From an optimization exercise on the open Yosys and OpenROAD flow, aimed at a short achievable clock period and few clock cycles; shortcuts taken in it are not production practice.
At most, simulation tests tie the RTL to the original design; equivalence was not proved.
Power is estimated from default activity; no workload was simulated.

==> inputs of build 16 <==
## gencp_ack_checker
module gencp_ack_checker (
    input  wire         clk,
    input  wire         rst,
    input  wire         start,
    input  wire [7:0]   op,
    input  wire [15:0]  rid,
    input  wire [15:0]  cap,
    input  wire [15:0]  rxlen,
    input  wire [703:0] pkt,
    output wire         done,
    output reg  [1:0]   rc,
    output reg  [11:0]  kind,
    output reg  [15:0]  erid,
    output reg  [3:0]   step,
    output reg  [2:0]   reason,
    output reg          warn,
    output reg  [63:0]  val,
    output reg  [511:0] dout,
    output reg  [15:0]  olen,
    output reg  [15:0]  adv
);
export LEC_CHECK = 0
export CAP_MARGIN = 20
export CORE_AREA = 10 10 510 510
export DIE_AREA = 0 0 520 520
export SLEW_MARGIN = 20
create_clock -name core_clock -period 20.0 [get_ports {clk}]
run.sh (not shown) runs the stock make flow with config.mk's settings and CLKGATE_MAP_FILE= SYNTH_SCRIPT=/design/flow/synth_recipe.tcl, a recipe that flattens the netlist after the stock synthesis.
==> build 24: changes against build 16 <==
--- a/flow/design.v
+++ b/flow/design.v
@@ -49,17 +49,31 @@
     wire        too_short = (rxlen < 16'd16);
     wire [16:0] adv_end   = {1'b0, f_scdlen} + 17'd16;
     wire        len_ok    = (adv_end <= {1'b0, rxlen});
     wire        pre_bad   = (f_preamble != PREAMBLE);
     wire        rid_mm    = (f_reqid != rid);
     wire [6:0] l7 = f_scdlen[6:0];
+    wire [3:0] l_hi = l7[6:3];
+    wire [2:0] l_lo = l7[2:0];
+    wire [8:0] hi_gt, hi_eq;
+    wire [7:0] lo_gt;
+    genvar gk;
+    generate
+        for (gk = 0; gk < 9; gk = gk + 1) begin : g_hi
+            assign hi_gt[gk] = (l_hi > gk);
+            assign hi_eq[gk] = (l_hi == gk);
+        end
+        for (gk = 0; gk < 8; gk = gk + 1) begin : g_lo
+            assign lo_gt[gk] = (l_lo > gk);
+        end
+    endgenerate
     wire [87:16] inc;
     genvar gb;
     generate
         for (gb = 16; gb < 88; gb = gb + 1) begin : g_inc
-            assign inc[gb] = (l7 > (gb - 16));
+            assign inc[gb] = hi_gt[(gb - 16) >> 3] | (hi_eq[(gb - 16) >> 3] & lo_gt[(gb - 16) & 7]);
         end
     endgenerate
     wire [15:0] hw0 = {pkt[8*6 +: 8],  pkt[8*7 +: 8]};
     wire [15:0] hw1 = {pkt[8*8 +: 8],  pkt[8*9 +: 8]};
     wire [15:0] hw2 = {pkt[8*10 +: 8], pkt[8*11 +: 8]};
     wire [15:0] hw3 = {pkt[8*12 +: 8], pkt[8*13 +: 8]};
@@ -269,13 +283,13 @@
     wire        trunc   = ~cap_big & (l7 > cap[6:0]);
     wire [6:0]  m7      = trunc ? cap[6:0] : l7;
     wire [63:0] bmask;
     genvar gj;
     generate
         for (gj = 0; gj < 64; gj = gj + 1) begin : g_bm
-            assign bmask[gj] = (l7 > gj) & ((|cap[15:6]) | (cap[5:0] > gj));
+            assign bmask[gj] = inc[16+gj] & ((|cap[15:6]) | (cap[5:0] > gj));
         end
     endgenerate
     wire pass_a = ~det & ~scd_bad;    
     wire a_b_ok = pass_a & a_b;
     wire a_sc_ok = pass_a & a_sc;
     reg         q_done;
@@ -285,12 +299,13 @@
     reg  [15:0] qa_erid, qb_erid;
     reg  [2:0]  q_reason;
     reg         q_warn;
     reg  [63:0] qa_val;
     reg  [511:0] qa_dout;
     reg  [15:0] qa_olen, qa_adv;
+    reg         q_sc_ok, q_b_ok;
     reg  [15:0] q_row0;
     reg  [15:0] q_row1;
     reg  [15:0] q_row2;
     integer j;
     always @(posedge clk) begin
         if (rst)
@@ -314,17 +329,19 @@
                 qa_rc   <= a_err ? RC_ERR : ((a_b & trunc) ? RC_TRUNC : RC_OK);
                 qa_kind <= a_kind;
                 qa_step <= a_step;
                 qa_erid <= a_err ? rid : 16'd0;
             end
         end
-        qa_val  <= a_sc_ok ? sc_val : 64'd0;
+        q_sc_ok <= a_sc_ok;
+        q_b_ok  <= a_b_ok;
+        qa_val  <= sc_val;
         for (j = 0; j < 64; j = j + 1)
-            qa_dout[8*j +: 8] <= (a_b_ok & bmask[j]) ? pkt[8*(16+j) +: 8] : 8'h00;
-        qa_olen <= a_b_ok ? {9'd0, m7} : 16'd0;
-        qa_adv  <= a_b_ok ? f_scdlen : 16'd0;
+            qa_dout[8*j +: 8] <= bmask[j] ? pkt[8*(16+j) +: 8] : 8'h00;
+        qa_olen <= {9'd0, m7};
+        qa_adv  <= f_scdlen;
         q_row0 <= ts6_0;
         q_row1 <= tc6_0;
         q_row2 <= tc5_1;
     end
     assign done = q_done;
     wire [15:0] us0_0 = q_row0 ^ q_row1 ^ q_row2;
@@ -335,12 +352,12 @@
         rc     = zm ? qa_rc   : qb_rc;
         kind   = zm ? qa_kind : qb_kind;
         step   = zm ? qa_step : qb_step;
         erid   = zm ? qa_erid : qb_erid;
         reason = q_reason;
         warn   = q_warn;
-        val    = zm ? qa_val  : 64'd0;
-        dout   = zm ? qa_dout : 512'd0;
-        olen   = zm ? qa_olen : 16'd0;
-        adv    = zm ? qa_adv  : 16'd0;
+        val    = (zm & q_sc_ok) ? qa_val  : 64'd0;
+        dout   = (zm & q_b_ok)  ? qa_dout : 512'd0;
+        olen   = (zm & q_b_ok)  ? qa_olen : 16'd0;
+        adv    = (zm & q_b_ok)  ? qa_adv  : 16'd0;
     end
 endmodule
==> flow/flow/run.sh (new file) <==
#!/bin/bash
set -euo pipefail
MARGIN=14
bash standard.sh SETUP_SLACK_MARGIN=$MARGIN ADDER_MAP_FILE= MATCH_CELL_FOOTPRINT=0 TNS_END_PERCENT=10 BUFFER_PORTS_ARGS="-buffer_cell sky130_fd_sc_hd__buf_8" PLACE_PINS_ARGS="-min_distance 1 -min_distance_in_tracks" finish > standard.log 2>&1
==> flow/standard.sh (new file) <==
#!/bin/bash
# synth_recipe.tcl (not shown) runs the flow's synth.tcl, then flattens the netlist and writes it again
# the make line also repeats each setting of config.mk as NAME=value (left out here)
make -C /OpenROAD-flow-scripts/flow DESIGN_CONFIG=/design/flow/config.mk WORK_HOME=/design/flow/orfs CLKGATE_MAP_FILE= SYNTH_SCRIPT=/design/flow/synth_recipe.tcl "${@:-finish}"
CORE_AREA = 5 5 395 395   (was 10 10 510 510)
DIE_AREA = 0 0 400 400   (was 0 0 520 520)
removed: flow/run.sh
==> results.txt <==
- Build 16 finished clean. Build 24 produced a clean layout.
- In build 24 the sequential power is higher than in build 16, by about 6%.
- In build 16 the clock power is higher than in build 24, by about 7%.
- In build 24 the routed wire length is lower than in build 16, by 19%.
- Of build 16 and build 24, build 24 has the higher global-route usage (gap 10 points).
- Synthesized area: build 16 is smaller than build 24 (about 3.2%).
- Between build 24 and build 16, the lower die area is in build 24 (gap 41%, measured against build 16).
- Non-clock buffer count: build 24 is higher than build 16 (279).
- Of build 24 and build 16, build 24 has the higher maximum frequency (gap 58%, measured against build 16).
==> figures <==
                                                                                 build 16                  build 24
Sequential fraction of total cell area                                              19.2%                     16.1%
Multi-input combinational cell count                                                 3693                      4905
Cell with the most instances after synthesis                       sky130_fd_sc_hd__inv_1  sky130_fd_sc_hd__xnor2_1
Leading cell type in the layout, fill and taps excluded  sky130_fd_sc_hd__clkdlybuf4s50_1    sky130_fd_sc_hd__buf_8
Leakage power total                                                               30.6 nW                   39.0 nW
Gate count of the mapped netlist                                                     5539                      6108
Multiplexer share of the synthesized area                                          0.480%                     1.38%
Number of clock buffers in the layout                                                 123                       118
Fraction of area in clock buffers and inverters                                     4.58%                     3.51%
Wire length on met3                                                              40200 um                  39900 um
Timing startpoint of the critical path                                           pkt[108]            q_b_ok$_DFF_P_
Distinct cell type count of the synthesized netlist                                    92                       111
Number of standard-cell rows in the floorplan                                         183                       143
Fill cell count                                                                     26557                     13194
Result of the run                                                timing/DRC/antenna clean  timing/DRC/antenna clean
Fraction of power consumed by the clock network                                     19.7%                     13.7%
Area share of xor/xnor cells in the synthesized design                             0.972%                     23.5%
Testbench counts of build 24, summed over its fixed seeds: cycles 3,992.
For build 16, only the layout was checked, not whether the RTL still works.

## port drivers added, routing unchanged
Ports are ideal in the flow. The routed layouts listed here were re-timed in OpenROAD.
Step 1, drivers: a clkbuf_16 drives clk and a buf_2 each remaining input, both assumed.
Step 2, shift: input delay + t, output delay - t, t = (earliest + latest rising clock arrival at the registers) / 2. This alone moves slack from input paths to output paths.
Three values: ideal, step 1, step 2; two values: the first two.
run	shift t [ns]	slack for setup (ns)	worst data-port slew with drivers (ns)
build 16	0.867	7.996 / 8.079 / 7.211	0.34
build 24	0.810	12.381 / 12.105 / 11.294	0.51
After both steps setup and hold are still met in every run listed. For build 24, which loses most, drivers alone change the setup slack by -0.276 ns; drivers and shift together by -1.087 ns.
